Source: an optimization exercise on an open RTL-to-GDS flow (aim: small area, a short achievable clock period and few clock cycles). Production flows keep margins and buffers that such runs may drop.
Function was checked by simulation only, so behaviour that the tests miss may differ from the original.
Power figures rest on the tool's default switching activity, not on a simulated workload.

### flow/config.mk
export PLATFORM = sky130hd
export DESIGN_NAME = spsl_core
export DESIGN_NICKNAME = spsl_core
export VERILOG_FILES = /design/flow/design.v
export SDC_FILE = /design/flow/constraint.sdc
export NUM_CORES = 4
export LEC_CHECK = 0
export CAP_MARGIN = 20
export CORE_MARGIN = 2
export CORE_UTILIZATION = 40
export SLEW_MARGIN = 20
### flow/constraint.sdc
create_clock -name core_clock -period 10.0 [get_ports {clk}]
set_input_delay 2.0000 -clock core_clock [delete_from_list [all_inputs] [get_ports {clk}]]
set_output_delay 2.0000 -clock core_clock [all_outputs]
set_load 0.01 [all_outputs]
### flow/design.v
module spsl_core (
    input  wire        clk,
    input  wire        rst,           
    input  wire        req_we,        
    input  wire [31:0] req_wdata,
    output wire [31:0] rsp,
    output wire        busy,
    output reg         done,
    output reg         ovr,
    output wire        mem_en,
    output wire        mem_we,
    output reg  [15:0] mem_addr,
    output reg  [7:0]  mem_wdata,
    input  wire        mem_ready,
    input  wire [7:0]  mem_rdata,
    output wire        tmr_arm,
    input  wire        tmr_exp,
    output wire        adc_on,
    output wire        conv_start,
    input  wire        conv_done,
    input  wire [15:0] conv_data,
    output reg  [2:0]  adc_sel,
    output wire [3:0]  amp_en,
    output wire        fe_pwr
);
    localparam [1:0] RC_OK = 2'd0, RC_ILLEGAL = 2'd1,
                     RC_BAD_OPERAND = 2'd2, RC_BAD_RANGE = 2'd3;
    localparam [3:0] S_IDLE  = 4'b0000,
                     S_RESP  = 4'b0001,     
                     S_CRCH  = 4'b0010,     
                     S_CRCL  = 4'b0011,     
                     S_CRCS  = 4'b0100,     
                     S_CRCR  = 4'b0101,     
                     S_FETCH = 4'b0110,
                     S_LABEL = 4'b0111,
                     S_WARM  = 4'b1000,     
                     S_TRIG  = 4'b1001,     
                     S_SAMP  = 4'b1011,     
                     S_DIV   = 4'b1100;
    reg  [3:0]  state;
    reg  [1:0]  rcode;       
    reg  [1:0]  rsp_code;
    reg  [15:0] rsp_val;
    reg  [31:0] acc;         
    reg  [15:0] cnt;         
    reg  [1:0]  fbyte;       
    reg         disp;        
    reg  [4:0]  fetch_n;     
    reg  [7:0]  slot_d0 [0:5];
    reg  [7:0]  slot_d1 [0:5];
    reg  [5:0]  slot_f;      
    reg  [5:0]  slot_l2;     
    integer i;
    wire st_crcw = (state[3:1] == 3'b001);
    wire st_mem  = !state[3] && (state[2] || state[1]);
    wire st_acq  = (state[3:2] == 2'b10);
    assign rsp      = {6'd0, rsp_code, 8'h00, rsp_val};
    assign busy     = (state != S_IDLE);
    assign mem_en   = st_mem;
    assign mem_we   = !state[3] && state[1];
    assign tmr_arm  = (state == S_WARM);
    assign adc_on   = st_acq && state[0];
    assign fe_pwr   = st_acq && disp;
    assign amp_en   = adc_on ? (4'd1 << (adc_sel[1:0] - 2'd1)) : 4'd0;
    wire        last     = (cnt == {14'd0, state == S_CRCS, 1'b1});
    wire [15:0] cnt_dec  = cnt - 16'd1;
    wire [15:0] addr_inc = mem_addr + 16'd1;
    wire [7:0]  w_opc = req_wdata[31:24];
    wire [7:0]  w_a   = req_wdata[23:16];
    wire [15:0] w_b   = req_wdata[15:0];
    wire        accept = req_we && !busy;
    wire op_send   = (w_opc == 8'h01);
    wire op_recv   = (w_opc == 8'h02);
    wire op_crc    = op_send || op_recv;
    wire op_disp   = (w_opc == 8'h10);
    wire op_fetch  = (w_opc == 8'h20);
    wire op_rreset = (w_opc == 8'h21);
    wire op_rwrite = (w_opc == 8'h22);
    wire op_label  = (w_opc == 8'h30);
    wire op_tcount = (w_opc == 8'h31);
    wire op_ttype  = (w_opc == 8'h32);
    wire op_tdur   = (w_opc == 8'h33);
    wire op_shutok = (w_opc == 8'h34);
    wire op_readch = (w_opc == 8'h40);
    wire op_known  = op_crc || op_disp || op_fetch || op_rreset || op_rwrite ||
                     op_label || op_tcount || op_ttype || op_tdur || op_shutok ||
                     op_readch;
    wire a_zero  = (w_a == 8'd0);
    wire b_zero  = (w_b == 16'd0);
    wire bh_zero = (w_b[15:8] == 8'd0);
    wire ab_zero = a_zero && b_zero;
    wire a_chan  = (w_a >= 8'd1) && (w_a <= 8'd4);
    wire a_ge3   = (w_a >= 8'd3);
    wire n_nz    = (fetch_n != 5'd0);
    wire rw_bad  = (w_a[7:4] == 4'd1 && w_b[7:0] != 8'd0) || w_a[3:0] > 4'd5 ||
                   w_a[7:4] == 4'd0 || w_a[7:4] > 4'd2;
    wire       b_top     = &w_b[15:8];
    wire [8:0] crc_s     = {1'b0, w_b[7:0]} + {1'b0, w_a};
    wire [8:0] fetch_s   = {1'b0, w_b[7:0]} + {4'd0, fetch_n};
    wire       crc_oor   = b_top && crc_s[8] && (crc_s[7:0] != 8'd0);
    wire       fetch_oor = b_top && fetch_s[8] && (fetch_s[7:0] != 8'd0);
    wire       label_oor = b_top && (&w_b[7:4]) && (w_b[3:0] != 4'd0);
    wire crc_use   = op_crc && a_ge3;
    wire fetch_use = op_fetch && a_zero && n_nz;
    wire acq_go    = (op_disp && bh_zero && a_chan) ||
                     (op_readch && a_chan && !b_zero);
    wire crc_go    = crc_use && !crc_oor;
    wire fetch_go  = fetch_use && !fetch_oor;
    wire label_go  = op_label && !label_oor;
    wire rc_range  = (crc_use && crc_oor) || (fetch_use && fetch_oor) ||
                     (op_label && label_oor);
    wire rc_oper   = (op_disp && !bh_zero) || (op_fetch && !a_zero) ||
                     ((op_rreset || op_tcount || op_shutok) && !ab_zero) ||
                     (op_rwrite && rw_bad) || ((op_ttype || op_tdur) && !b_zero) ||
                     (op_readch && !(a_chan && !b_zero));
    wire rc_ill    = !op_known;
    wire        use_b  = crc_use || fetch_use || op_label ||
                         (op_readch && a_chan && !b_zero);
    wire        rw_ok  = op_rwrite && !rw_bad;
    wire        diag   = op_disp && bh_zero && a_zero;
    wire [15:0] val_pre =
        (use_b || rw_ok) ? w_b :
        diag ? 16'hA55A :
        rc_ill ? {8'd0, w_opc} :
        rc_oper ? 16'd0 :
        op_tcount ? 16'd4 :
        op_shutok ? 16'd1 :
        op_ttype ? (a_chan ? 16'h0001 : 16'hFFFF) : 16'd0;
    wire [3:0] state_acc =
        crc_go   ? (op_send ? S_CRCS : S_CRCR) :
        fetch_go ? S_FETCH :
        label_go ? S_LABEL :
        acq_go   ? S_WARM : S_RESP;
    reg [15:0] crc_next;
    integer k;
    always @* begin
        crc_next = acc[15:0] ^ {mem_rdata, 8'h00};
        for (k = 0; k < 8; k = k + 1)
            crc_next = crc_next[15] ? ({crc_next[14:0], 1'b0} ^ 16'h1021)
                                    : {crc_next[14:0], 1'b0};
    end
    reg [2:0] cur;
    always @* begin
        cur = 3'd0;
        for (i = 5; i >= 0; i = i - 1)
            if (slot_f[i]) cur = i[2:0];
    end
    wire cur_l2   = slot_l2[cur];
    wire rec_last = fbyte[1] && (fbyte[0] || !cur_l2);    
    wire only_cur = (slot_f == (6'd1 << cur));
    reg [2:0] cur2;
    always @* begin
        cur2 = 3'd0;
        for (i = 5; i >= 0; i = i - 1)
            if (slot_f[i] && i[2:0] != cur) cur2 = i[2:0];
    end
    wire [7:0] fetch_nxt = rec_last       ? {5'd0, cur2} :
                           (fbyte == 2'd0) ? {6'd0, cur_l2, !cur_l2} :
                           (fbyte == 2'd1) ? slot_d0[cur] : slot_d1[cur];
    reg [127:0] lstr;
    always @* begin
        case (acc[2:0])
            3'd0:    lstr = "SPSL DIAGNOSTIC ";
            3'd1:    lstr = "LIGHT CHANNEL 1 ";
            3'd2:    lstr = "LIGHT CHANNEL 2 ";
            3'd3:    lstr = "LIGHT CHANNEL 3 ";
            3'd4:    lstr = "LIGHT CHANNEL 4 ";
            default: lstr = "CANNOT COMPUTE!!";
        endcase
    end
    wire [3:0] lidx       = cnt[3:0] - 4'd2;
    wire [7:0] label_byte = lstr[8*lidx +: 8];
    wire [7:0] label_b0   = a_zero ? "S" : (w_a <= 8'd4) ? "L" : "C";
    wire        st_div    = (state == S_DIV);
    wire [31:0] add_b     = st_div ? {1'b1, ~mem_addr, 15'h7FFF}
                                   : {16'd0, conv_data};
    wire [31:0] sum       = acc + add_b + {31'd0, st_div};
    wire        samp_done = (state == S_SAMP) && conv_done;
    reg more;
    assign conv_start = (state == S_TRIG) || (more && conv_done);
    wire        dv_ge  = !sum[31];
    wire [31:0] dv_nxt = dv_ge ? {sum[30:15], acc[14:0], 1'b1}
                               : {acc[30:0], 1'b0};
    wire       resp    = (state == S_RESP);
    wire       wr_disp = samp_done && last && disp;
    wire       wr_resp = resp && fbyte[0];
    wire [2:0] s_idx   = resp ? cnt[2:0] : adc_sel;
    wire [7:0] s_wd0   = resp ? mem_addr[15:8] : sum[18:11];
    wire [7:0] s_wd1   = resp ? mem_addr[7:0] : sum[10:3];
    wire       s_wl2   = !resp || cnt[3];
    wire       s_wr    = wr_disp || wr_resp;
    wire [5:0] s_we    = s_wr ? (6'd1 << s_idx) : 6'd0;
    wire [4:0] n_wr = fetch_n + {4'd0, s_wl2} +
                      (slot_f[s_idx] ? (slot_l2[s_idx] ? 5'd31 : 5'd0) : 5'd3);
    wire       n_clr = (resp && fbyte[1]) ||
                       (state == S_FETCH && mem_ready && rec_last && only_cur);
    wire st_crcrd = (state[3:1] == 3'b010);                
    wire st_samp  = (state == S_SAMP);
    wire rdy_mem  = st_mem && mem_ready;
    wire post_resp  = resp;
    wire post_crcr  = (state == S_CRCR) && mem_ready && last;
    wire post_crcl  = (state == S_CRCL) && mem_ready;
    wire post_fetch = (state == S_FETCH) && mem_ready && rec_last && only_cur;
    wire post_label = (state == S_LABEL) && mem_ready && last;
    wire post_disp  = samp_done && last && disp;
    wire post_div   = st_div && last;
    wire post       = post_resp || post_crcr || post_crcl || post_fetch ||
                      post_label || post_disp || post_div;
    wire [15:0] post_val =
        ({16{post_resp}}  & (fbyte[0] ? 16'd0 : mem_addr)) |
        ({16{post_crcr}}  & {15'd0, crc_next == 16'd0}) |
        ({16{post_crcl || post_disp}} & 16'd1) |
        ({16{post_fetch}} & {11'd0, fetch_n}) |
        ({16{post_label}} & 16'd16) |
        ({16{post_div}}   & dv_nxt[15:0]);
    wire [15:0] cnt_acc = op_crc    ? {8'd0, w_a} :
                          op_label  ? 16'd16 :
                          op_readch ? w_b :
                          op_disp   ? 16'd8 :
                          {12'd0, w_a[5], w_a[2:0]};
    wire [31:0] acc_acc = op_crc   ? 32'h0000FFFF :
                          op_label ? {29'd0, (w_a > 8'd4) ? 3'd5 : w_a[2:0]} : 32'd0;
    wire        acc_en  = accept || (st_crcrd && mem_ready) || samp_done || st_div;
    wire [31:0] acc_d   = ({32{accept}}   & acc_acc) |
                          ({32{st_crcrd}} & {acc[31:16], crc_next}) |
                          ({32{st_samp}}  & sum) |
                          ({32{st_div}}   & dv_nxt);
    wire        cnt_en  = accept || (st_crcrd && mem_ready) ||
                          ((state == S_LABEL) && mem_ready) || samp_done || st_div;
    wire [15:0] cnt_d   = accept ? cnt_acc :
                          (st_samp && last) ? 16'd16 : cnt_dec;
    wire        addr_en = accept || rdy_mem;
    wire [15:0] addr_d  = accept ? val_pre : addr_inc;
    wire        wd_en   = accept || rdy_mem;
    wire [7:0]  wd_d    = ({8{accept}} & (op_fetch ? {5'd0, cur} : label_b0)) |
                          ({8{st_crcrd}} & crc_next[15:8]) |
                          ({8{state == S_CRCH}} & acc[7:0]) |
                          ({8{state == S_FETCH}} & fetch_nxt) |
                          ({8{state == S_LABEL}} & label_byte);
    always @(posedge clk) begin
        if (acc_en)  acc       <= acc_d;
        if (cnt_en)  cnt       <= cnt_d;
        if (addr_en) mem_addr  <= addr_d;
        if (wd_en)   mem_wdata <= wd_d;
    end
    always @(posedge clk) begin
        if (rst) begin
            state    <= S_IDLE;
            rsp_code <= RC_OK;
            rsp_val  <= 16'd0;
            done     <= 1'b0;
            ovr      <= 1'b0;
            adc_sel  <= 3'd0;
            slot_f   <= 6'd0;
            fetch_n  <= 5'd0;
            more     <= 1'b0;
        end else begin
            if (req_we && busy)
                ovr <= 1'b1;
            if (post) begin
                rsp_code <= post_resp ? rcode : RC_OK;
                rsp_val  <= post_val;
                done     <= 1'b1;
                state    <= S_IDLE;
            end
            if (accept) begin
                done  <= 1'b0;
                state <= state_acc;
                rcode <= {rc_oper || rc_range, rc_ill || rc_range};
                fbyte <= {op_rreset && ab_zero, rw_ok || diag};
                disp  <= op_disp;
                if (acq_go)
                    adc_sel <= w_a[2:0];
            end
            case (state)
            S_RESP:
                if (fbyte[1])
                    slot_f <= 6'd0;      
            S_CRCS:
                if (mem_ready && last)
                    state <= S_CRCH;
            S_CRCH:
                if (mem_ready)
                    state <= S_CRCL;
            S_FETCH:
                if (mem_ready) begin
                    fbyte <= fbyte + 2'd1;
                    if (rec_last) begin
                        slot_f[cur] <= 1'b0;
                        fbyte       <= 2'd0;
                    end
                end
            S_WARM:
                if (tmr_exp)
                    state <= S_TRIG;
            S_TRIG: begin
                state <= S_SAMP;
                more  <= !last;
            end
            S_SAMP:
                if (conv_done) begin
                    more <= !last && (cnt != 16'd2);
                    if (last && !disp)
                        state <= S_DIV;
                end
            default: ;
            endcase
            for (i = 0; i < 6; i = i + 1)
                if (s_we[i]) begin
                    slot_f[i]  <= 1'b1;
                    slot_l2[i] <= s_wl2;
                end
            if (s_wr)
                fetch_n <= n_wr;
            else if (n_clr)
                fetch_n <= 5'd0;
        end
        for (i = 0; i < 6; i = i + 1)
            if (s_we[i]) begin
                slot_d0[i] <= s_wd0;
                slot_d1[i] <= s_wd1;
            end
    end
endmodule
### flow/flow/run.sh
#!/bin/bash
# The standard layout (the standard.sh: ORFS synthesis to finish, unchanged),
# except that the port buffers ORFS inserts before global placement are
# sky130_fd_sc_hd__buf_1 cells instead of the default clkdlybuf4s50_1, and
# repair_timing aims for 6 ns of setup slack at the design's period.
set -euo pipefail
export BUFFER_PORTS_ARGS="-buffer_cell sky130_fd_sc_hd__buf_1"
export SETUP_SLACK_MARGIN=6
bash standard.sh > standard.log 2>&1
### flow/standard.sh
#!/bin/bash
# synth_recipe.tcl (not shown) runs the flow's synth.tcl, then flattens the netlist and writes it again
# the make line also repeats each setting of config.mk as NAME=value (left out here)
make -C /OpenROAD-flow-scripts/flow DESIGN_CONFIG=/design/flow/config.mk WORK_HOME=/design/flow/orfs CLKGATE_MAP_FILE= SYNTH_SCRIPT=/design/flow/synth_recipe.tcl "${@:-finish}"
==> impl_results.md, run 1 <==
* Status: finished clean
* Clock skew at roughly 0.012 ns
* Fmax at ~0.23 GHz
* Clk latency of the worst-skew pair at ~0.54 ns
* Peak VDD IR at 0.121 mV
* Required @ worst endpoint at slightly above 10 ns
* DRC at 0
* Fin cells at approximately 2300
* R2R Path End: acc[24]$_DFFE_PP_
* Starting Density at around two fifths
* Via density at 6.30
* Met1 usage in global routing at 35.5%
* Post-Syn Area at 14900 µm²
* Fin util at 50.5%
* Final setup TNS at 0 ns
* Root Buffer: clkbuf_16
* GRT Residual Overflow at 0
* Drt pass-1 iters at 7
* Largest net degree at the start of global routing at 46
* Boundary pin count at 134
* Slew Viols, Final at 0
* Global-route met3 utilization at 3.88%
* Diode count at 0
* Max transition margin at 28.0%
* Initial antenna violation count at 0
* Worst min path class: reg2reg
* Hold Violations, Final at 0
* Reg-to-reg slack, setup at 5.86 ns
* Reg2reg start: state[1]$_SDFF_PP0_
* Busiest grt layer: met2
* EDFF count, synth at ~180
* Crit end category: flip-flop
* Post-CTS Hold Fix Bufs at 0
* Max-cap viol count at 0
* Worst-case reg-to-reg path depth at 16
* First-pass GRT wire length at 79400 µm
* Register bit total from synthesis at between 200 and 250
* Unrepaired setup endpoints after global routing: true
* # clock sinks at 218
* CTS buffer count at 25
* Critical Path AT at 4.63 ns
* Final wirelength at 53700 µm
* Area contributors post-synth: edfxtp_1, ha_1, dfxtp_1
* Hold depth at 2
* Max Root-Sink Buffers at 3
* Core Region at between 30000 and 40000 µm²
* Ys async rst share at 0%
* I/O Buffers at 119
* Crit Path Class: in2reg
* Placed cells at 2126
* ANT nets after route at 0
* Pwr Total at 2.72 mW
* Vias at roughly 14000
* # setup viols final at 0
* Vias in the first global route at between 10000 and 15000
* Seq/Total Area, Yosys at roughly two fifths
* YS warnings at 3
* DR WL/cell at 23.8 µm
* Largest area contributor in the netlist: edfxtp_1
* Final worst path period need at 4.36 ns
* Post-synth top flop: edfxtp_1
* CTS tree: yes
* Die Ht at a little under 200 µm
* Netlist cell types at between 80 and 90
* Pwr per Cell Area at between 100 and 150 nW/µm²
* Drt initial violations at between 1500 and 2000
* Grt met2 use at 42.5%
* Tightest Pin Transition at roughly 1.1 ns
* Final period util at 43.6%
* Num rows at 70
* Gpl congestion at roughly 1
* Avg Synthesized Cell Area at 9.28 µm²
* Most frequent cells in the layout: edfxtp_1, nand2_1, nor2_1
* Mapped Cells at 1610
* Syn-to-layout area delta at 24.0%
* Hold_sp: rsp_val[4]$_SDFFE_PP0P_
* Crit path launch type: primary input
* Tot GR Track Use at 26.5%
* Post-DP HPWL at 37100 µm
* Worst-path clk slew at around 0.060 ns
* LEAKAGE at 6.70 nW
* Commonest non-fill, non-tap cell in the layout: edfxtp_1
* Die area at 38900 µm²
* CP Max Fanout at 3
* Synth top area share at between 30 and 40%
* Layout cells sized above 1 at 19.6%
* Die W at 197 µm
* Hold EP: rsp_val[4]$_SDFFE_PP0P_
* # nets final at around 1900
* Number of H-tree levels at 1
-- critical path: stages --
cell      delay [ns]
buf_8           0.11
nor2_4          0.08
fa_2            0.24
inv_2           0.05
fa_2            0.34
a21o_1          0.18
a221o_1         0.34
nand4_1         0.20
a21oi_4         0.14
o311ai_4        0.29
a21oi_2         0.11
a31oi_2         0.16
xor2_1          0.23
o221ai_1        0.16
-- cell families (layout without fill, tap and decap cells) --
family	count (synthesis)	count (layout)	share of synthesized area, %
buffers and inverters	161	326	4.63
multiplexers	42	42	3.05
XOR/XNOR	90	90	5.40
AND/OR/NAND/NOR	530	530	16.9
AO/OA/AOI/OAI	498	498	22.6
adder cells (fa/ha/maj)	70	70	6.17
flip-flops	218	218	41.2
other	1	14	0.0251
-- power by group --
| group | total (mW) | switching, mW | internal (mW) |
|---|---|---|---|
| Sequential | 1.14 | 0.0777 | 1.07 |
| Clock | 0.925 | 0.387 | 0.538 |
| Combinational | 0.649 | 0.397 | 0.251 |
-- area by class of cell --
| cell class | count | area, µm² |
|---|---|---|
| Clock buffer | 34 | 689 |
| Clock inverter | 12 | 126 |
| Fill cell | 3390 | 18200 |
| Inverter | 61 | 251 |
| Multi-Input combinational cell | 1244 | 9220 |
| Sequential cell | 218 | 6170 |
| Tap cell | 468 | 586 |
| Timing Repair Buffer | 219 | 1470 |
-- metal layers --
layer  up-vias  routed length (µm)
met5         -                   0
met4         0                2560
met3       174                4370
met2       736               24900
met1      6928               21900
li1       6380                   -
-- timing repair --
| item | CTS | global route |
|---|---|---|
| buffers inserted | 62 | 19 |
| pin swaps | 47 | 38 |
| cloned | 1 | 2 |
| gates resized for setup | 152 | 94 |
| setup endpoints to repair | 242 | 223 |
-- per-stage QoR --
stage	worst slack, ns	hold slack [ns]	instance area (µm²)
floorplan	5.14	0.472	15200
CTS	5.58	0.481	17900
detailed placement	4.31	0.474	15900
global route	5.52	0.503	18500
global placement	4.48	0.465	15900
finish	5.64	0.475	18500
-- worst max path at each step --
stage                             start                end  depth (start not counted)
global route               conv_data[0]  acc[30]$_DFFE_PP_                         14
floorplan                 conv_data[14]  acc[24]$_DFFE_PP_                         11
CTS                        conv_data[0]  acc[30]$_DFFE_PP_                         14
detailed placement  state[1]$_SDFF_PP0_  acc[24]$_DFFE_PP_                         17
finish                     conv_data[0]  acc[30]$_DFFE_PP_                         14
global placement    state[1]$_SDFF_PP0_  acc[24]$_DFFE_PP_                         17
-- Yosys cell counts, types with 8 or more instances --
| master | instances |
|---|---|
| a211o_1 | 8 |
| a211oi_1 | 12 |
| a21o_1 | 17 |
| a21oi_1 | 120 |
| a221o_1 | 8 |
| a221oi_1 | 20 |
| a222oi_1 | 14 |
| a22oi_1 | 39 |
| a31oi_1 | 26 |
| and3_1 | 19 |
| buf_2 | 9 |
| buf_4 | 16 |
| clkbuf_1 | 66 |
| dfxtp_1 | 39 |
| edfxtp_1 | 179 |
| ha_1 | 64 |
| inv_1 | 56 |
| mux2i_1 | 32 |
| nand2_1 | 176 |
| nand2b_1 | 33 |
| nand3_1 | 31 |
| nand4_1 | 12 |
| nor2_1 | 146 |
| nor2b_1 | 9 |
| nor3_1 | 30 |
| nor4_1 | 17 |
| o211ai_1 | 22 |
| o21a_1 | 12 |
| o21ai_0 | 69 |
| o21ai_1 | 31 |
| o21bai_1 | 10 |
| o221ai_1 | 22 |
| o22ai_1 | 13 |
| or3_1 | 10 |
| xnor2_1 | 49 |
| xor2_1 | 40 |
-- state kept, by name, summed over array words and instances, names as in the netlist, 8 cells and up --
register / cells
mem_wdata: 8
mem_addr: 16
cnt: 16
slot_d1: 48
slot_d0: 48
acc: 32
rsp_val: 16
Testbench counts, summed over its fixed seeds: cycles 26,948.
==> inputs of run 2 (changes only) <==
==> flow/flow/run.sh (replaced) <==
#!/bin/bash
# The standard layout (the standard.sh: ORFS synthesis to finish, unchanged),
# except that the port buffers ORFS inserts before global placement are
# sky130_fd_sc_hd__buf_1 cells instead of the default clkdlybuf4s50_1, and
# repair_timing aims for 5.75 ns of setup slack at the design's period.
set -euo pipefail
export BUFFER_PORTS_ARGS="-buffer_cell sky130_fd_sc_hd__buf_1"
export SETUP_SLACK_MARGIN=5.75
bash standard.sh > standard.log 2>&1
==> run 2 against run 1 <==
Total power rose by 1.4%. Routed wire length fell by 3.4%. Utilization fell by 1.6 points. First-iteration DRC count fell by 3.9%. Clock-buffer cell count rose by 6. Synthesized cell count did not move. Clock power rose by about 10%.
==> impl_results.md, run 2 <==
* Pint at 1.91 mW
* Largest area contributor in the netlist: edfxtp_1
* Filler instances at between 3000 and 4000
* Post-DP HPWL at 36600 µm
* Via density at 6.24
* # nets final at 1870
* First-pass GRT wire length at 76500 µm
* Avg Synthesized Cell Area at around 9.3 µm²
* Drt pass-1 iters at 7
* Die area at 38900 µm²
* Number of H-tree levels at 1
* Final setup TNS at 0 ns
* Register bit total from synthesis at 218
* Starting Density at 40.7%
* EDFF count, synth at 179
* Simple-gate area share of the yosys netlist at 16.9%
* Crit path launch type: primary input
* Adder-Cell Fraction of Synth Area at 6.17%
* Post-synth top flop: edfxtp_1
* I/O Buffers at 119
* Peak VDD IR at roughly 0.13 mV
* Largest net degree at the start of global routing at 46
* Drt initial violations at roughly 1700
* Worst min path class: reg2reg
* Max transition margin at between 30% and 40%
* Tot GR Track Use at 25.5%
* Switching share of power at a little under a third
* Unrepaired setup endpoints after global routing: true
* Crit Path Class: in2reg
* Largest family of logic cells by synthesized area: compound AO/OA/AOI/OAI gates
* Multi-input logic area at around 8900 µm²
* Die W at just under 200 µm
* Core Region at 36700 µm²
* Most frequent cells in the layout: edfxtp_1, nand2_1, nor2_1
* Largest registers: slot_d0 x48, slot_d1 x48, acc x32
* Sequential Power Share at between 40% and 50%
* Diode count at 0
* Switch Pwr at between 800 and 900 µW
* Ys async rst share at 0%
* Final period util at 45.0%
* Fmax at about 0.22 GHz
* Comb pwr share at 21.6%
* Commonest non-fill, non-tap cell in the layout: edfxtp_1
* Tightest Pin Transition at between 0.9 and 1 ns
* Top post-synthesis cells by count: edfxtp_1, nand2_1, nor2_1
* Initial antenna violation count at 1
* Mux cell area share after synthesis at ~3.0%
* Die Ht at 197 µm
* CTS tree: yes
* Post-Syn Area at ~15000 µm²
* Pwr Total at about 2.8 mW
* Slew Viols, Final at 0
* # clock sinks at 218
* Seq/Total Area, Yosys at between 40% and 50%
* GRT Residual Overflow at 0
* Clock skew at between 0.015 and 0.02 ns
* Netlist cell types at 88
* Pwr per Cell Area at about 150 nW/µm²
* Required @ worst endpoint at slightly above 10 ns
* DR WL/cell at 23.3 µm
* Max Root-Sink Buffers at 3
* Final worst path period need at about 4.5 ns
* Crit end category: flip-flop
* ANT nets after route at 0
* Clk network pwr share at 37.0%
* Post-synthesis compound-gate area fraction at 22.6%
* Most frequent cell after synthesis: edfxtp_1
* Layout cells sized above 1 at 15.1%
* Worst-path clk slew at about 0.060 ns
* LEAKAGE at 6.47 nW
* DRC at 0
* Syn-to-layout area delta at 20.0%
* CTS buffer count at 26
* Num rows at 70
* Vias at 13900
* Synth top area share at 36.0%
* Clk latency of the worst-skew pair at around 0.55 ns
* Boundary pin count at about 130
* Status: finished clean
* Mapped Cells at 1610
* Area contributors post-synth: edfxtp_1, ha_1, dfxtp_1
* YS warnings at 3
* Root Buffer: clkbuf_16
* # setup viols final at 0
* CP Max Fanout at 6
* Hold Violations, Final at 0
* Gpl congestion at 0.976
* Final wirelength at 51900 µm
* Storage cell area at 6160 µm²
* Critical Path AT at 4.77 ns
* Vias in the first global route at 12800
* Synth Area in XOR/XNOR at 5.40%
* Max-cap viol count at 0
[run 2: cell counts after synthesis]
No cell type changed its count.
[run 2: cells by family after synthesis]
kind of cell | Yosys count
other | 1
DFF | 218
muxes | 42
AOI/OAI and AO/OA | 498
and+or+nand+nor | 530
buffers and inverters | 161
xor gates and xnor gates | 90
adders and majority gates | 70
[run 2: metal layers]
layer  up-vias  wire length, µm  global-route usage (%)
met5         -                0                       0
met4         0             1640                    7.94
met3       128             4100                    3.53
met2       663            24700                    42.1
met1      6781            21500                    34.7
li1       6322                -                       -
[run 2: worst paths after layout]
kind / start / to / slack [ns] / cells after the start
hold reg to reg: rsp_val[4]$_SDFFE_PP0P_ / rsp_val[4]$_SDFFE_PP0P_ / 0.48 / 2
hold / removal: rsp_val[4]$_SDFFE_PP0P_ / rsp_val[4]$_SDFFE_PP0P_ / 0.48 / 2
setup reg to reg: state[1]$_SDFF_PP0_ / slot_d0[2][7]$_DFFE_PP_ / 5.73 / 17
setup / recovery: conv_data[0] / slot_d0[2][7]$_DFFE_PP_ / 5.50 / 14
[run 2: final cells by class]
class	instances	share of cell area (%)
Multi-Input combinational cell	1245	49.8
Sequential cell	218	34.4
Timing Repair Buffer	186	6.03
Tap cell	468	3.27
Clock inverter	8	0.726
Clock buffer	40	4.44
Inverter	61	1.36
[run 2: through the flow]
stage / setup slack (ns) / utilization [%] / cells / area (µm²) / hold WS [ns]
after floorplan: 5.14 / - / 1623 / 15200 / 0.460
after global placement: 4.50 / 43.1 / 2127 / 15800 / 0.465
after detailed placement: 4.45 / 43.1 / 2127 / 15800 / 0.473
after CTS: 5.58 / 47.0 / 2199 / 17200 / 0.481
after global routing: 5.46 / 48.8 / 2226 / 17900 / 0.511
final: 5.50 / 48.8 / 2226 / 17900 / 0.480
[run 2: critical path, stage by stage]
cell	delay [ns]
buf_8	0.10
nor2_4	0.10
fa_2	0.26
inv_2	0.05
fa_2	0.36
a21o_1	0.19
a221o_1	0.38
nand4_1	0.21
nand2_2	0.11
a221o_1	0.35
a21oi_2	0.20
xor2_2	0.20
buf_4	0.17
o21ai_4	0.09
[run 2: timing repair]
action,in CTS,in global routing
resized for setup,83,85
buffers inserted,24,26
pin swaps,27,47
gates cloned,0,1
endpoints found under the setup margin,153,164
hold buffers,0,0
[run 2: power by group through the flow]
stage | logic [mW] | clock network [mW] | registers [mW]
3_5_place_dp | 0.515 | 0 | 1.16
2_1_floorplan | 0.368 | 0 | 1.12
3_3_place_gp | 0.508 | 0 | 1.16
5_1_grt | 0.641 | 1.06 | 1.15
6_report | 0.594 | 1.02 | 1.14
4_1_cts | 0.542 | 1.03 | 1.14
==> inputs of run 3 (changes only) <==
==> flow/flow/run.sh (replaced) <==
#!/bin/bash
# The standard layout (the standard.sh: ORFS synthesis to finish, unchanged),
# except that the port buffers ORFS inserts before global placement are
# sky130_fd_sc_hd__buf_1 cells instead of the default clkdlybuf4s50_1, and
# repair_timing aims for 5.5 ns of setup slack at the design's period.
set -euo pipefail
export BUFFER_PORTS_ARGS="-buffer_cell sky130_fd_sc_hd__buf_1"
export SETUP_SLACK_MARGIN=5.5
bash standard.sh > standard.log 2>&1
--- a/flow/config.mk
+++ b/flow/config.mk
@@ -5,6 +5,7 @@
 export SDC_FILE = /design/flow/constraint.sdc
 export NUM_CORES = 4
 export LEC_CHECK = 0
+export ABC_AREA = 1
 export CAP_MARGIN = 20
 export CORE_MARGIN = 2
 export CORE_UTILIZATION = 40
==> run 3 against run 2 <==
Global-route usage rose by 1.1 points. Largest power group unchanged. Worst hold slack got worse by 0.010 ns. Final cell count up 22%. Clock skew up 0.0023 ns. Combinational power down 3%. Synthesized area grew 5.2%. Maximum frequency is essentially flat. Critical endpoint is now conv_start. Die area up 5.1%. Flip-flop and latch count stayed put. Sequential share of layout area increased by 0.84 points.
==> impl_results.md, run 3 <==
* Status: finished clean
* R2R Path End: slot_d0[0][7]$_DFFE_PP_
* Worst Setup EP: conv_start
* Tot GR Track Use at between 20% and 30%
* Ys async rst share at 0%
* Vias at 15000
* Fin cells at approximately 2700
* Post-DP HPWL at 42300 µm
* Fin util at a little under half
* Mapped Cells at about 2100
* Pwr per Cell Area at 152 nW/µm²
* Crit path cell chain: buf_2, nand2_1, o21ai_1, buf_2
* # setup viols final at 0
* Drt pass-1 iters at 9
* Root Buffer: clkbuf_16
* Core Region at around 39000 µm²
* Netlist cell types at 69
* Syn-to-layout area delta at 11.2%
* EDFF count, synth at 179
* Worst-path clk slew at 0.06 ns
* Clock skew at about 0.018 ns
* LEAKAGE at 7.27 nW
* CTS buffer count at 26
* Peak VDD IR at 0.129 mV
* Vias in the first global route at 14200
* Placed cells at 2660
* DRC at 0
* Largest area contributor in the netlist: edfxtp_1
* ANT nets after route at 0
* Multi-input logic area at 8280 µm²
* First-pass GRT wire length at 84300 µm
* Tightest Pin Transition at 1.02 ns
* # clock sinks at 218
* Initial antenna violation count at 0
* Required @ worst endpoint at 8.00 ns
* Drt initial violations at approximately 1500
* Crit path launch type: primary input
* I/O Buffers at 119
* Most frequent cell after synthesis: nand2_1
* Gpl congestion at roughly 0.94
* Die area at 40900 µm²
* Top post-synthesis cells by count: nand2_1, inv_1, nor2_1
* Storage cell area at 6160 µm²
* # nets final at around 2300
* Number of H-tree levels at 1
* CTS tree: yes
* Commonest non-fill, non-tap cell in the layout: nand2_1
* Die Ht at 202 µm
* Seq/Total Area, Yosys at between 30% and 40%
* Unrepaired setup endpoints after global routing: false
* Fmax at 0.222 GHz
* Worst min path class: reg2reg
* Worst stage delay on the critical path at 0.16 ns
* Area contributors post-synth: edfxtp_1, nand2_1, inv_1
* Post-Syn Area at roughly 16000 µm²
* GRT Residual Overflow at 0
* Layout cells sized above 1 at 6.85%
* Final wirelength at 55300 µm
* Final setup TNS at 0 ns
* Synth top area share at 34.2%
* Critical path startpoint: conv_done
* Post-synth top flop: edfxtp_1
* Num rows at 72
* Critical Path AT at 2.50 ns
* Slew Viols, Final at 0
* Max Root-Sink Buffers at 3
* DR WL/cell at 20.4 µm
* Via density at ~5.5
* Final worst path period need at 4.50 ns
* Reg2reg start: state[0]$_SDFF_PP0_
* Largest registers: slot_d0 x48, slot_d1 x48, acc x32
* Critical path's slowest cell: buf_2
* Max-cap viol count at 0
* Final period util at 45.0%
* Reg-to-reg slack, setup at 5.83 ns
* CP Max Fanout at 4
* YS warnings at 3
* Max transition margin at a little under a third
* Register bit total from synthesis at between 200 and 250
* Avg Synthesized Cell Area at 7.61 µm²
* Boundary pin count at 134
* Crit-path most repeated cell: buf_2
* Die W at just over 200 µm
* Crit Path Class: in2out
* Crit end category: primary output
* Most frequent cells in the layout: nand2_1, inv_1, nor2_1
* Starting Density at 40.5%
* Largest net degree at the start of global routing at 44
* Filler instances at between 3000 and 4000
* Worst-case reg-to-reg path depth at 17
* Clk latency of the worst-skew pair at 0.56 ns
* Diode count at 0
* Hold Violations, Final at 0
==> run 3: cell count changes in the layout (fill, tap and decap cells not counted), moves of 26 or more <==
cell / previous run / this run
o21ai_0: 53 / 129
nand3_1: 31 / 145
nand2_1: 172 / 502
nand2b_1: 28 / 0
a22oi_1: 38 / 2
nand4_1: 12 / 38
inv_1: 50 / 240
mux2i_1: 31 / 0
buf_4: 60 / 11
nor2_1: 139 / 196
==> run 3: per-layer routing <==
metal,global-route usage (%),share of wire [%],vias to the layer above
met5,0,0,-
met4,8.97,3.6,0
met3,3.79,7.3,119
met2,43.1,46,633
met1,36.7,43,7063
li1,-,-,7207
==> run 3: stage by stage <==
stage / instance area [µm²] / total power [mW] / hold slack, ns / worst slack [ns]
6_report: 17500 / 2.65 / 0.470 / 5.50
5_1_grt: 17500 / 2.76 / 0.481 / 5.51
4_1_cts: 17400 / 2.65 / 0.472 / 5.52
3_5_place_dp: 16600 / 1.71 / 0.457 / 5.05
3_3_place_gp: 16600 / 1.71 / 0.448 / 5.11
2_1_floorplan: 15800 / 1.51 / 0.457 / 5.50
==> run 3: how the worst min path moves through the flow <==
stage,startpoint,slack (ns),cells past startpoint,end
final,rsp_code[1]$_SDFFE_PP0P_,0.47,2,rsp_code[1]$_SDFFE_PP0P_
after global routing,rsp_code[1]$_SDFFE_PP0P_,0.48,2,rsp_code[1]$_SDFFE_PP0P_
after CTS,rsp_code[1]$_SDFFE_PP0P_,0.47,2,rsp_code[1]$_SDFFE_PP0P_
after detailed placement,rsp_code[1]$_SDFFE_PP0P_,0.46,2,rsp_code[1]$_SDFFE_PP0P_
after global placement,ovr$_SDFFE_PP0P_,0.45,2,ovr$_SDFFE_PP0P_
after floorplan,more$_SDFFE_PP0P_,0.46,2,more$_SDFFE_PP0P_
==> run 3: logic make-up (layout without fill, tap and decap cells) <==
group / Yosys count / count (layout) / share of synthesized area [%]
AO/OA/AOI/OAI: 378 / 378 / 14.5
other: 1 / 14 / 0.0239
flip-flops: 218 / 218 / 39.2
adder cells (fa/ha/maj): 70 / 70 / 5.86
XOR/XNOR: 62 / 62 / 3.46
buffers and inverters: 328 / 441 / 8.51
AND/OR/NAND/NOR: 1007 / 1007 / 28.4
==> run 3: power breakdown <==
| part | internal (mW) | switching (mW) | total, mW |
|---|---|---|---|
| Clock | 0.549 | 0.388 | 0.937 |
| Sequential | 1.07 | 0.0652 | 1.14 |
| Combinational | 0.165 | 0.411 | 0.575 |
==> run 3: worst max-delay path: cells and delay by family <==
kind	cells	cell delay [ns]
buf+inv	2	0.31
simple gates	1	0.08
compound gates	1	0.11
==> run 3: cell type report <==
type / count / share of cell area [%]
multi-input combinational: 1531 / 47.4
sequential: 218 / 35.3
inverter: 261 / 5.64
clock buffer: 38 / 4.10
tap: 518 / 3.71
timing repair buffer: 132 / 3.22
clock inverter: 10 / 0.659
==> run 3: repair_timing <==
item	in CTS	in global routing
resized for setup	7	10
setup buffers	0	0
pin swaps	0	0
hold buffers	0	0
endpoints found under the setup margin	67	66
==> inputs of run 4 (changes only) <==
--- a/flow/config.mk
+++ b/flow/config.mk
@@ -5,7 +5,6 @@
 export SDC_FILE = /design/flow/constraint.sdc
 export NUM_CORES = 4
 export LEC_CHECK = 0
-export ABC_AREA = 1
 export CAP_MARGIN = 20
 export CORE_MARGIN = 2
 export CORE_UTILIZATION = 40
==> run 4 against run 3 <==
Maximum frequency up 0.19%. Largest cell class unchanged. Critical path type is now in2reg. First-iteration DRC count up 8.3%. Clock skew up 0.011 ns. Sequential power about the same. Sequential share of layout area up 0.73 points. Die area down 4.8%. Highest routed layer is now met5. Worst hold slack better by 0.0021 ns. Non-clock buffer count up 23. Flip-flop and latch count unchanged.
==> impl_results.md, run 4 <==
* Status: finished clean
* Seq/Total Area, Yosys at about two fifths
* Post-synth top flop: edfxtp_1
* Largest registers: slot_d0 x48, slot_d1 x48, acc x32
* Largest area contributor in the netlist: edfxtp_1
* EDFF count, synth at ~180
* Largest net degree at the start of global routing at 46
* Required @ worst endpoint at 10.41 ns
* Pint at around 1.8 mW
* CTS buffer count at 27
* Netlist cell types at 88
* Reg2reg start: slot_f[1]$_SDFFE_PP0P_
* Drt pass-1 iters at 8
* Initial antenna violation count at 1
* Vias at 13500
* DRC at 0
* Sequential Power Share at 43.2%
* Critical path startpoint: conv_data[0]
* Pwr per Cell Area at 155 nW/µm²
* Commonest non-fill, non-tap cell in the layout: edfxtp_1
* Boundary pin count at between 100 and 150
* Adder-Cell Fraction of Synth Area at 6.17%
* Starting Density at 40.7%
* Area contributors post-synth: edfxtp_1, ha_1, dfxtp_1
* Post-Syn Area at 14900 µm²
* Most frequent cells in the layout: edfxtp_1, nand2_1, nor2_1
* Number of H-tree levels at 1
* Reg-to-reg slack, setup at 5.73 ns
* LEAKAGE at ~6.2 nW
* Mapped Cells at 1610
* Gpl congestion at 0.960
* Grt met2 use at 42.7%
* Vias in the first global route at 12700
* Post-synthesis compound-gate area fraction at 22.6%
* Max transition margin at 32.7%
* Max Root-Sink Buffers at 3
* YS warnings at 3
* Final wirelength at 51100 µm
* Ys async rst share at 0%
* Switching share of power at 31.7%
* Final worst path period need at 4.49 ns
* Register bit total from synthesis at about 220
* Pre-CTS setup slack at about 4.4 ns
* Post-DP HPWL at 36600 µm
* Most frequent cell after synthesis: edfxtp_1
* Comb pwr share at 20.6%
* I/O Buffers at around 120
* Clock skew at 0.0295 ns
* Switch Pwr at 841 µW
* GRT Residual Overflow at 0
* CP Max Fanout at 4
* Layout cells sized above 1 at 10.7%
* Hold Violations, Final at 0
* Final setup TNS at 0 ns
* Tightest Pin Transition at 0.999 ns
* Simple-gate area share of the yosys netlist at between 15 and 20%
* Final WS setup at 5.51 ns
* Crit Path Class: in2reg
* Post-CTS Hold Fix Bufs at 0
* Hold_sp: rsp_val[4]$_SDFFE_PP0P_
* Clk latency of the worst-skew pair at 0.57 ns
* CTS tree: yes
* Filler instances at 3542
* DR WL/cell at between 20 and 25 µm
* Crit end category: flip-flop
* Syn-to-layout area delta at 14.7%
* Via density at 6.14
* Worst min path class: reg2reg
* Avg Synthesized Cell Area at just over 9 µm²
* # nets final at 1839
* # clock sinks at 218
* Hold_ws at 0.472 ns
* Busiest grt layer: met2
* Synth Area in XOR/XNOR at under 10%
* First-pass GRT wire length at 76800 µm
* Die area at 38900 µm²
* Mux cell area share after synthesis at 3.05%
* Die W at 197 µm
* Largest family of logic cells by synthesized area: compound AO/OA/AOI/OAI gates
* Root Buffer: clkbuf_16
* Clk network pwr share at 36.2%
* Diode count at 0
* Critical Path AT at 4.89 ns
* Tot GR Track Use at roughly a quarter
* Multi-input logic area at 8500 µm²
* Max-cap viol count at 0
* Fin util at ~47%
* ANT nets after route at 0
* Storage cell area at 6160 µm²
* Drt initial violations at ~1600
* Top post-synthesis cells by count: edfxtp_1, nand2_1, nor2_1
* Final period util at 44.9%
* Die Ht at between 150 and 200 µm
* Met1 usage in global routing at 35.0%
* Synth top area share at 36.0%
* Unrepaired setup endpoints after global routing: true
* Core Region at 36700 µm²
* # setup viols final at 0
* Crit path launch type: primary input
* Peak VDD IR at 0.133 mV
* Num rows at 70
* Worst-path clk slew at 0.06 ns
* Fmax at 0.223 GHz
* Slew Viols, Final at 0
* Global-route met3 utilization at 3.77%
## run 4: cell count changes after synthesis, moves of 32 or more
cell,previous run,this run
mux2i_1,0,32
nand2b_1,0,33
nor2_1,197,146
a22oi_1,2,39
o21ai_0,135,69
nand3_1,145,31
nand2_1,502,176
clkbuf_1,27,66
inv_1,240,56
## run 4: metrics by stage
stage / cell area (µm²) / power (mW) / cells
after floorplan: 15100 / 1.49 / 1623
after global placement: 15800 / 1.67 / 2128
after detailed placement: 15800 / 1.67 / 2128
after CTS: 16800 / 2.63 / 2187
after global routing: 17100 / 2.75 / 2195
final: 17100 / 2.65 / 2195
## run 4: area by class of cell
type                       instances  area share, %
clock buffer                      33           4.25
clock inverter                    16          0.774
inverter                          61           1.41
multi-input combinational       1244           49.6
sequential                       218           36.0
tap                              468           3.42
timing repair buffer             155           4.56
## run 4: what timing repair did
action,in CTS,in global routing
setup buffers,10,8
resized for setup,20,63
pin swaps,5,20
setup endpoints to repair,87,129
## run 4: layer usage
layer  wire (µm)  part of all wire, %
met3        3690                  7.2
met1       22000                   43
met5          13                0.025
met4        1220                  2.4
met2       24200                   47
## run 4: cell families after synthesis
kind of cell             count (synthesis)
XOR/XNOR                                90
multiplexers                            42
AO/OA/AOI/OAI                          498
other                                    1
buffers and inverters                  161
flip-flops                             218
adder cells (fa/ha/maj)                 70
AND/OR/NAND/NOR                        530
## run 4: worst paths after layout
check                                  to  cells after the start
hold reg to reg   rsp_val[4]$_SDFFE_PP0P_                      2
setup reg to reg  rsp_val[2]$_SDFFE_PP0P_                     12
hold / removal    rsp_val[4]$_SDFFE_PP0P_                      2
setup / recovery        acc[19]$_DFFE_PP_                     15
## run 4: critical path: stages
cell and delay (ns):
buf_8 0.10, nor2_4 0.08, fa_2 0.25, inv_2 0.05, fa_2 0.34, a21o_1 0.20, a221o_1 0.34, nand4_1 0.22
nand2_2 0.13, a221o_1 0.34, a21oi_2 0.18, xor2_2 0.09, buf_4 0.15, mux2_1 0.29, o21ai_1 0.12
## run 4: power by group through the flow
stage               clock [mW]  combinational (mW)  sequential, mW
floorplan                    0               0.367            1.12
global placement             0               0.508            1.16
detailed placement           0               0.514            1.16
CTS                      0.970               0.523            1.14
global route              1.00               0.598            1.15
finish                   0.959               0.546            1.14
==> inputs of run 5 (changes only) <==
--- a/flow/config.mk
+++ b/flow/config.mk
@@ -7,5 +7,5 @@
 export LEC_CHECK = 0
 export CAP_MARGIN = 20
 export CORE_MARGIN = 2
-export CORE_UTILIZATION = 40
+export CORE_UTILIZATION = 70
 export SLEW_MARGIN = 20
==> run 5 against run 4 <==
Still clean. Largest cell class unchanged. Worst setup slack worse by 0.013 ns. Critical path type unchanged. Synthesized area stayed put. Sequential share of layout area is 0.88 points higher. Maximum frequency is 0.28% lower.
==> impl_results.md, run 5 <==
* Die Ht at 150 µm
* Max transition margin at approximately a quarter
* Mapped Cells at about 1600
* YS warnings at 3
* Post-DP HPWL at 33200 µm
* Num rows at 53
* Max Root-Sink Buffers at 3
* Fmax at 0.222 GHz
* Starting Density at a little under three quarters
* Register bit total from synthesis at 218
* Critical Path AT at roughly 4.7 ns
* Clock skew at between 0.015 and 0.02 ns
* Peak VDD IR at between 0.1 and 0.15 mV
* Seq/Total Area, Yosys at between 40% and 50%
* EDFF count, synth at between 150 and 200
* Die area at 22500 µm²
* Pwr Total at 2.59 mW
* Clk latency of the worst-skew pair at 0.54 ns
* Boundary pin count at 134
* Pwr per Cell Area at 155 nW/µm²
* CTS buffer count at 24
* # setup viols final at 0
* Final setup TNS at 0 ns
* Crit path cell chain: buf_8, nor2_4, fa_2, inv_2, fa_2, a21o_1, a221o_1, buf_4, nand3_1, o21bai_1, a21oi_1, o21bai_1, xnor2_1, o21ai_1
* Core Region at 21000 µm²
* Met1 usage in global routing at between 50% and 60%
* Final WS setup at 5.50 ns
* Root Buffer: clkbuf_16
* Drt initial violations at 1803
* Tot GR Track Use at 41.2%
* Sequential Power Share at ~44%
* Largest net degree at the start of global routing at 46
* Crit path launch type: primary input
* CTS tree: yes
* Largest registers: slot_d0 x48, slot_d1 x48, acc x32
* Vias in the first global route at 13200
* Hold_ws at 0.495 ns
* Status: finished clean
* Top post-synthesis cells by count: edfxtp_1, nand2_1, nor2_1
* Commonest non-fill, non-tap cell in the layout: edfxtp_1
* LEAKAGE at 6.07 nW
* Area contributors post-synth: edfxtp_1, ha_1, dfxtp_1
* DRC at 0
* Diode count at 0
* Synth top area share at approximately 36%
* Post-Syn Area at ~15000 µm²
* Clk network pwr share at 35.0%
* Reg-to-reg slack, setup at 5.61 ns
* Pint at about 1.8 mW
* Slew Viols, Final at 0
* Final wirelength at 47400 µm
* Switching share of power at between 30% and 40%
* Initial antenna violation count at 0
* Pre-CTS setup slack at between 4 and 5 ns
* Via density at 7.10
* Most frequent cells in the layout: edfxtp_1, nand2_1, nor2_1
* Filler instances at 1399
* Hold Violations, Final at 0
* Unrepaired setup endpoints after global routing: true
* Final period util at between 40% and 50%
* Final worst path period need at 4.50 ns
* Crit end category: flip-flop
* Syn-to-layout area delta at 12.0%
* Most frequent cell after synthesis: edfxtp_1
* Required @ worst endpoint at 10.24 ns
* Ys async rst share at 0%
* Comb pwr share at 21.0%
* Busiest grt layer: met2
* Grt met2 use at 66.3%
* # nets final at 1832
* I/O Buffers at about 120
* Post-CTS Hold Fix Bufs at 0
* # clock sinks at 218
* Gpl congestion at 1.00
* Fin util at 79.8%
* Global-route met3 utilization at 8.02%
* Vias at around 14000
* Post-synth top flop: edfxtp_1
* Worst min path class: reg2reg
* Worst stage delay on the critical path at around 0.55 ns
* Tightest Pin Transition at 1.09 ns
* Number of H-tree levels at 1
* DR WL/cell at ~24 µm
* GRT Residual Overflow at 0
* Max-cap viol count at 0
* Largest area contributor in the netlist: edfxtp_1
* Crit Path Class: in2reg
* Layout cells sized above 1 at about a tenth
* Critical path's slowest cell: o21ai_1
* Worst-path clk slew at ~0.06 ns
* Die W at 150 µm
* Netlist cell types at 88
* Drt pass-1 iters at 9
* Avg Synthesized Cell Area at 9.28 µm²
* First-pass GRT wire length at 72000 µm
* CP Max Fanout at 6
* ANT nets after route at 0
* Switch Pwr at 808 µW
## run 5: cell types whose count changed in the layout (fill, tap and decap cells not counted), sizes merged
cell      before  now
buf          151  144
inv           61   59
bufinv         1    3
clkinvlp       5    3
## run 5: layout make-up
class                      count  area (µm²)  share of cell area [%]
inverter                      61         234                    1.40
tap                          275         344                    2.06
multi-input combinational   1244        8460                    50.6
timing repair buffer         151         728                    4.35
clock inverter                14         174                    1.04
sequential                   218        6160                    36.9
clock buffer                  30         623                    3.73
## run 5: path summary, 6_finish.rpt
kind	startpoint	end	depth (start not counted)
hold / removal	rsp_val[4]$_SDFFE_PP0P_	rsp_val[4]$_SDFFE_PP0P_	2
setup reg to reg	state[1]$_SDFF_PP0_	acc[24]$_DFFE_PP_	17
hold reg to reg	rsp_val[4]$_SDFFE_PP0P_	rsp_val[4]$_SDFFE_PP0P_	2
setup / recovery	conv_data[0]	slot_d0[4][1]$_DFFE_PP_	14
## run 5: critical path: cells and delay by family
kind                       cells  cell delay [ns]
xor gates and xnor gates       1             0.18
and+or+nand+nor                2             0.22
buffers and inverters          3             0.31
AOI/OAI and AO/OA              6             1.49
adders and majority gates      2             0.56
## run 5: metrics by stage
| stage | area [µm²] | instances |
|---|---|---|
| 2_1_floorplan | 15100 | 1623 |
| 3_3_place_gp | 15500 | 1931 |
| 3_5_place_dp | 15500 | 1931 |
| 4_1_cts | 16400 | 1981 |
| 5_1_grt | 16700 | 1993 |
| 6_report | 16700 | 1993 |
## run 5: layer usage
metal | vias up | share of wire (%) | wire length [µm]
met5 | - | 0 | 0
met3 | 209 | 12 | 5900
met2 | 1079 | 46 | 22000
met4 | 0 | 5.0 | 2400
li1 | 6224 | - | -
met1 | 6642 | 36 | 17100
## run 5: cell families after synthesis
| family | share of synthesized area (%) |
|---|---|
| muxes | 3.05 |
| adders and majority gates | 6.17 |
| other | 0.0251 |
| and+or+nand+nor | 16.9 |
| xor gates and xnor gates | 5.40 |
| DFF | 41.2 |
| buffers and inverters | 4.63 |
| AOI/OAI and AO/OA | 22.6 |
## run 5: timing repair
item	4_1_cts	5_1_grt
endpoints found under the setup margin	101	130
hold endpoints to repair	0	0
pin swaps	9	20
gates cloned	0	0
buffers inserted	6	12
resized for setup	18	54
## run 5: power groups by stage
| stage | registers [mW] | logic [mW] | clock network (mW) |
|---|---|---|---|
| floorplan | 1.12 | 0.367 | 0 |
| global placement | 1.15 | 0.488 | 0 |
| detailed placement | 1.15 | 0.503 | 0 |
| CTS | 1.13 | 0.513 | 0.895 |
| global route | 1.14 | 0.586 | 0.932 |
| finish | 1.14 | 0.544 | 0.906 |
==> inputs of run 6 (changes only) <==
--- a/flow/config.mk
+++ b/flow/config.mk
@@ -7,5 +7,5 @@
 export LEC_CHECK = 0
 export CAP_MARGIN = 20
 export CORE_MARGIN = 2
-export CORE_UTILIZATION = 70
+export CORE_UTILIZATION = 60
 export SLEW_MARGIN = 20
==> run 6 against run 5 <==
Still clean. Cell area grew 0.93%. Non-clock buffer count up 3. Flip-flop and latch count stayed put. Sequential power hardly changed. Synthesized cell count stayed put. First-iteration DRC count fell by 5.0%. Largest power group unchanged.
==> impl_results.md, run 6 <==
* Status: finished clean
* Drt initial violations at 1712
* Worst-path clk slew at roughly 0.060 ns
* Peak VDD IR at 0.138 mV
* Placed cells at approximately 2000
* Crit end category: primary output
* Sequential Power Share at 43.4%
* Layout cells sized above 1 at 10.6%
* Netlist cell types at 88
* Number of H-tree levels at 1
* Slew Viols, Final at 0
* YS warnings at 3
* Diode count at 0
* Crit path launch type: primary input
* Initial antenna violation count at 0
* Post-synth top flop: edfxtp_1
* Max-cap viol count at 0
* Area after DPL at 15600 µm²
* Largest area contributor in the netlist: edfxtp_1
* Drt pass-1 iters at 6
* Core Region at 24400 µm²
* Die area at 26200 µm²
* Hold_ws at slightly below 0.5 ns
* Fin util at 69.2%
* Final setup TNS at 0 ns
* Mapped Cells at ~1600
* Comb pwr share at 20.5%
* Switching share of power at between 30% and 40%
* Final period util at 45.2%
* ANT nets after route at 0
* Largest net degree at the start of global routing at 46
* GRT Residual Overflow at 0
* Die W at around 160 µm
* Post-CTS Hold Fix Bufs at 0
* Pwr per Cell Area at about 160 nW/µm²
* Ys async rst share at 0%
* Vias at 13600
* Area contributors post-synth: edfxtp_1, ha_1, dfxtp_1
* Register bit total from synthesis at 218
* Most frequent cells in the layout: edfxtp_1, nand2_1, nor2_1
* I/O Buffers at 119
* Pwr Total at 2.62 mW
* First-pass GRT wire length at 71500 µm
* Final instance area at 16900 µm²
* Required @ worst endpoint at 8.00 ns
* DR WL/cell at roughly 23 µm
* Unrepaired setup endpoints after global routing: true
* Boundary pin count at 134
* Tightest Pin Transition at 1.01 ns
* Max Root-Sink Buffers at 3
* DRC at 0
* Largest registers: slot_d0 x48, slot_d1 x48, acc x32
* Root Buffer: clkbuf_16
* Via density at approximately 6.7
* Post-Syn Area at about 15000 µm²
* Worst min path class: reg2reg
* Num rows at between 50 and 60
* Switch Pwr at 803 µW
* Seq/Total Area, Yosys at 41.2%
* Clk latency of the worst-skew pair at 0.53 ns
* LEAKAGE at 6.14 nW
* Most frequent cell after synthesis: edfxtp_1
* CP Max Fanout at 5
* Syn-to-layout area delta at 13.0%
* Crit Path Class: in2out
* Die Ht at roughly 160 µm
* # setup viols final at 0
* Pre-CTS setup slack at about 4.5 ns
* Commonest non-fill, non-tap cell in the layout: edfxtp_1
* # clock sinks at approximately 220
* # nets final at 1835
* Top post-synthesis cells by count: edfxtp_1, nand2_1, nor2_1
* Post-DP HPWL at 34000 µm
* Final WS setup at 5.48 ns
* Fmax at 0.221 GHz
* Gpl congestion at 0.978
* Final worst path period need at ~4.5 ns
* Critical Path AT at 2.52 ns
* Clock skew at 0.0136 ns
* Max transition margin at 32.3%
* Hold Violations, Final at 0
* Fin cells at 2045
* Avg Synthesized Cell Area at between 9 and 10 µm²
* Pint at 1.82 mW
* Synth top area share at 36.0%
* EDFF count, synth at 179
* CTS tree: yes
* Tot GR Track Use at 35.1%
* Clk network pwr share at 36.1%
* Final wirelength at around 47000 µm
* Vias in the first global route at 12500
* CTS buffer count at 24
* Starting Density at 61.2%
## run 6: cell counts after synthesis
Identical to the previous run, type by type.
## run 6: what timing repair did
item	CTS	global route
setup endpoints to repair	57	107
pin swaps	3	28
gates resized for setup	21	48
cloned	0	0
buffers inserted	6	12
## run 6: kinds of logic (layout without fill, tap and decap cells)
| group | count (synthesis) | after routing | share of synthesized area, % |
|---|---|---|---|
| AND/OR/NAND/NOR | 530 | 530 | 16.9 |
| multiplexers | 42 | 42 | 3.05 |
| adder cells (fa/ha/maj) | 70 | 70 | 6.17 |
| flip-flops | 218 | 218 | 41.2 |
| buffers and inverters | 161 | 259 | 4.63 |
| other | 1 | 14 | 0.0251 |
| AO/OA/AOI/OAI | 498 | 498 | 22.6 |
| XOR/XNOR | 90 | 90 | 5.40 |
## run 6: final timing paths
kind	cells after the start	startpoint	end	slack, ns
worst max-delay path	4	conv_done	conv_start	5.48
worst min-delay path	2	rsp_val[4]$_SDFFE_PP0P_	rsp_val[4]$_SDFFE_PP0P_	0.48
worst max register to register	16	state[1]$_SDFF_PP0_	fetch_n[4]$_SDFFE_PP0P_	5.67
worst min register to register	2	rsp_val[4]$_SDFFE_PP0P_	rsp_val[4]$_SDFFE_PP0P_	0.48
## run 6: worst max-delay path, cell delays in order
cell,delay [ns]
buf_2,0.13
nand2_1,0.06
o21ai_1,0.14
buf_2,0.18
## run 6: per-layer routing
layer  track usage (%)  wire [µm]  up-vias
met5                 0          0        -
met2              56.8      21900      732
li1                  -          -     6245
met1              48.3      19000     6499
met3              5.29       4350      128
met4              12.4       1730        0
## run 6: power by group through the flow
stage                     Combinational [mW]  Sequential (mW)  Clock (mW)
after floorplan                        0.367             1.12           0
after global placement                 0.500             1.15           0
after detailed placement               0.505             1.15           0
after CTS                              0.515             1.14       0.946
after global routing                   0.586             1.14       0.981
final                                  0.537             1.14       0.946
## run 6: final cells by class
class	count	area, µm²
multi-input combinational	1244	8460
sequential	218	6160
timing repair buffer	154	762
clock buffer	25	626
fill	2006	7510
tap	324	405
inverter	61	241
clock inverter	19	223
==> inputs of run 7 (changes only) <==
--- a/flow/config.mk
+++ b/flow/config.mk
@@ -8,4 +8,5 @@
 export CAP_MARGIN = 20
 export CORE_MARGIN = 2
 export CORE_UTILIZATION = 60
+export GPL_TIMING_DRIVEN = 1
 export SLEW_MARGIN = 20
==> run 7 against run 6 <==
Clock power about the same. Die area is the same. Sequential power about the same. Sequential share of layout area did not move. Routed wire length is the same. Synthesized area is the same. Critical path type unchanged.
==> impl_results.md, run 7 <==
* Number of H-tree levels at 1
* Hold_sp: rsp_val[4]$_SDFFE_PP0P_
* Final wirelength at approximately 47000 µm
* Die W at 162 µm
* Largest registers: slot_d0 x48, slot_d1 x48, acc x32
* Register bit total from synthesis at 218
* Unrepaired setup endpoints after global routing: true
* Clk latency of the worst-skew pair at around 0.53 ns
* R2R Path End: fetch_n[4]$_SDFFE_PP0P_
* Crit end category: primary output
* CP Max Fanout at 5
* Hold Violations, Final at 0
* GRT Residual Overflow at 0
* Critical Path AT at 2.52 ns
* Hold EP: rsp_val[4]$_SDFFE_PP0P_
* DR WL/cell at around 23 µm
* Slew Viols, Final at 0
* Commonest non-fill, non-tap cell in the layout: edfxtp_1
* Worst min path class: reg2reg
* Die area at 26200 µm²
* Tightest Pin Transition at 1.01 ns
* Post-Syn Area at 14900 µm²
* Required @ worst endpoint at 8.00 ns
* Largest net degree at the start of global routing at 46
* Root Buffer: clkbuf_16
* Max transition margin at 32.3%
* Filler instances at 2006
* Via density at between 6 and 7
* Comb pwr share at 20.5%
* I/O Buffers at 119
* Clk network pwr share at 36.1%
* YS warnings at 3
* LEAKAGE at 6.14 nW
* Post-DP HPWL at 34000 µm
* Core Region at 24400 µm²
* Num rows at 57
* Tot GR Track Use at 35.1%
* # setup viols final at 0
* Largest area contributor in the netlist: edfxtp_1
* Synth top area share at 36.0%
* Seq/Total Area, Yosys at roughly 40%
* Pint at 1.82 mW
* Diode count at 0
* Syn-to-layout area delta at 13.0%
* CTS tree: yes
* Final setup TNS at 0 ns
* Switching share of power at approximately 31%
* Pwr per Cell Area at about 160 nW/µm²
* Netlist cell types at 88
* ANT nets after route at 0
* Max Root-Sink Buffers at 3
* Top post-synthesis cells by count: edfxtp_1, nand2_1, nor2_1
* Most frequent cells in the layout: edfxtp_1, nand2_1, nor2_1
* Mapped Cells at 1610
* Drt pass-1 iters at 6
* Sequential Power Share at 43.4%
* Final worst path period need at around 4.5 ns
* Post-synth top flop: edfxtp_1
* Die Ht at roughly 160 µm
* Clock skew at 0.0136 ns
* Post-CTS Hold Fix Bufs at 0
* Worst-case reg-to-reg path depth at 16
* DRC at 0
* Worst-path clk slew at 0.06 ns
* Final period util at 45.2%
* Peak VDD IR at about 0.14 mV
* Crit path launch type: primary input
* Starting Density at 61.2%
* EDFF count, synth at about 180
* Status: finished clean
* Initial antenna violation count at 0
* Crit Path Class: in2out
* Reg-to-reg slack, setup at 5.67 ns
* # nets final at approximately 1800
* Pwr Total at 2.62 mW
* Vias in the first global route at around 13000
* Fmax at between 0.2 and 0.25 GHz
* Area contributors post-synth: edfxtp_1, ha_1, dfxtp_1
* Boundary pin count at between 100 and 150
* # clock sinks at between 200 and 250
* Vias at 13600
* Hold depth at 2
* CTS buffer count at 24
* Switch Pwr at 803 µW
* Most frequent cell after synthesis: edfxtp_1
* Ys async rst share at 0%
* Max-cap viol count at 0
* Layout cells sized above 1 at roughly a tenth
* Avg Synthesized Cell Area at 9.28 µm²
* First-pass GRT wire length at between 70000 and 80000 µm
* Drt initial violations at 1712
* Fin util at a little under 70%
* Gpl congestion at roughly 0.98
* Reg2reg start: state[1]$_SDFF_PP0_
## run 7: cell counts in the layout (fill, tap and decap cells not counted)
No cell type changed its count.
## run 7: layout make-up
type / count / area [µm²] / share of cell area [%]
Tap cell: 324 / 405 / 2.40
Sequential cell: 218 / 6160 / 36.5
Timing Repair Buffer: 154 / 762 / 4.51
Multi-Input combinational cell: 1244 / 8460 / 50.1
Clock inverter: 19 / 223 / 1.32
Inverter: 61 / 241 / 1.43
Clock buffer: 25 / 626 / 3.71
## run 7: worst max-delay path by stage
stage,start,to,cells past startpoint
floorplan,conv_data[14],acc[24]$_DFFE_PP_,11
global placement,conv_data[6],acc[24]$_DFFE_PP_,12
detailed placement,state[1]$_SDFF_PP0_,acc[24]$_DFFE_PP_,17
CTS,state[0]$_SDFF_PP0_,acc[24]$_DFFE_PP_,17
global route,conv_data[0],acc[30]$_DFFE_PP_,14
finish,conv_done,conv_start,4
## run 7: per-stage QoR
stage               cells  setup WS, ns  area (µm²)  hold WS, ns
floorplan            1623          5.14       15100        0.460
global placement     1983          4.58       15600        0.474
detailed placement   1983          4.53       15600        0.479
CTS                  2033          5.50       16600        0.487
global route         2045          5.44       16900        0.510
finish               2045          5.48       16900        0.484
## run 7: worst max-delay path, stage by stage
cell	delay, ns
buf_2	0.13
nand2_1	0.06
o21ai_1	0.14
buf_2	0.18
## run 7: routing by layer
| layer | track usage (%) | routed length (µm) | vias to the layer above |
|---|---|---|---|
| met5 | 0 | 0 | - |
| met4 | 12.4 | 1730 | 0 |
| met3 | 5.29 | 4350 | 128 |
| met2 | 56.8 | 21900 | 732 |
| met1 | 48.3 | 19000 | 6499 |
| li1 | - | - | 6245 |
## run 7: cell families (layout without fill, tap and decap cells)
logic type	Yosys count	after routing	synth area share, %
compound gates	498	498	22.6
buf+inv	161	259	4.63
other cells	1	14	0.0251
mux	42	42	3.05
flops	218	218	41.2
fa+ha+maj	70	70	6.17
xor+xnor	90	90	5.40
simple gates	530	530	16.9
## run 7: timing repair
item	CTS	global route
resized for setup	21	48
endpoints found under the setup margin	57	107
pin swaps	3	28
buffers inserted	6	12
## run 7: power by group through the flow
stage	clock, mW	sequential [mW]	combinational, mW
3_3_place_gp	0	1.15	0.500
4_1_cts	0.946	1.14	0.515
6_report	0.946	1.14	0.537
5_1_grt	0.981	1.14	0.586
2_1_floorplan	0	1.12	0.367
3_5_place_dp	0	1.15	0.505

afterwards: timing with drivers on the ports:
How much do the figures lean on ideal ports? The routed layouts below were timed once more, with nothing changed but the port constraints. Step 1, drivers: a clkbuf_16 drives clk and a buf_2 each remaining input, both assumed. Step 2, shift: input delay + t, output delay - t, t = (earliest + latest rising clock arrival at the registers) / 2. This alone moves slack from input paths to output paths. a / b / c = no drivers / after step 1 / after step 2; a / b = the first two.
run	t, ns	slack for setup (ns)	latest minus earliest clock arrival (ns)	worst register clock-pin slew, ns
run 1	0.593	5.640 / 5.613 / 5.063	0.013 / 0.013	0.07 / 0.07
run 2	0.594	5.502 / 5.516 / 4.922	0.016 / 0.016	0.06 / 0.06
run 3	0.599	5.504 / 5.482 / 5.141	0.018 / 0.018	0.06 / 0.06
run 4	0.608	5.512 / 5.508 / 4.920	0.030 / 0.030	0.07 / 0.07
run 5	0.581	5.499 / 5.511 / 4.930	0.018 / 0.018	0.07 / 0.07
run 6	0.577	5.484 / 5.460 / 4.998	0.014 / 0.014	0.07 / 0.07
run 7	0.577	5.484 / 5.460 / 4.998	0.014 / 0.014	0.07 / 0.07
After both steps setup and hold are still met in every run listed. The setup slack of run 4, which loses most, moves by -0.004 ns with the drivers and by -0.592 ns with both steps.
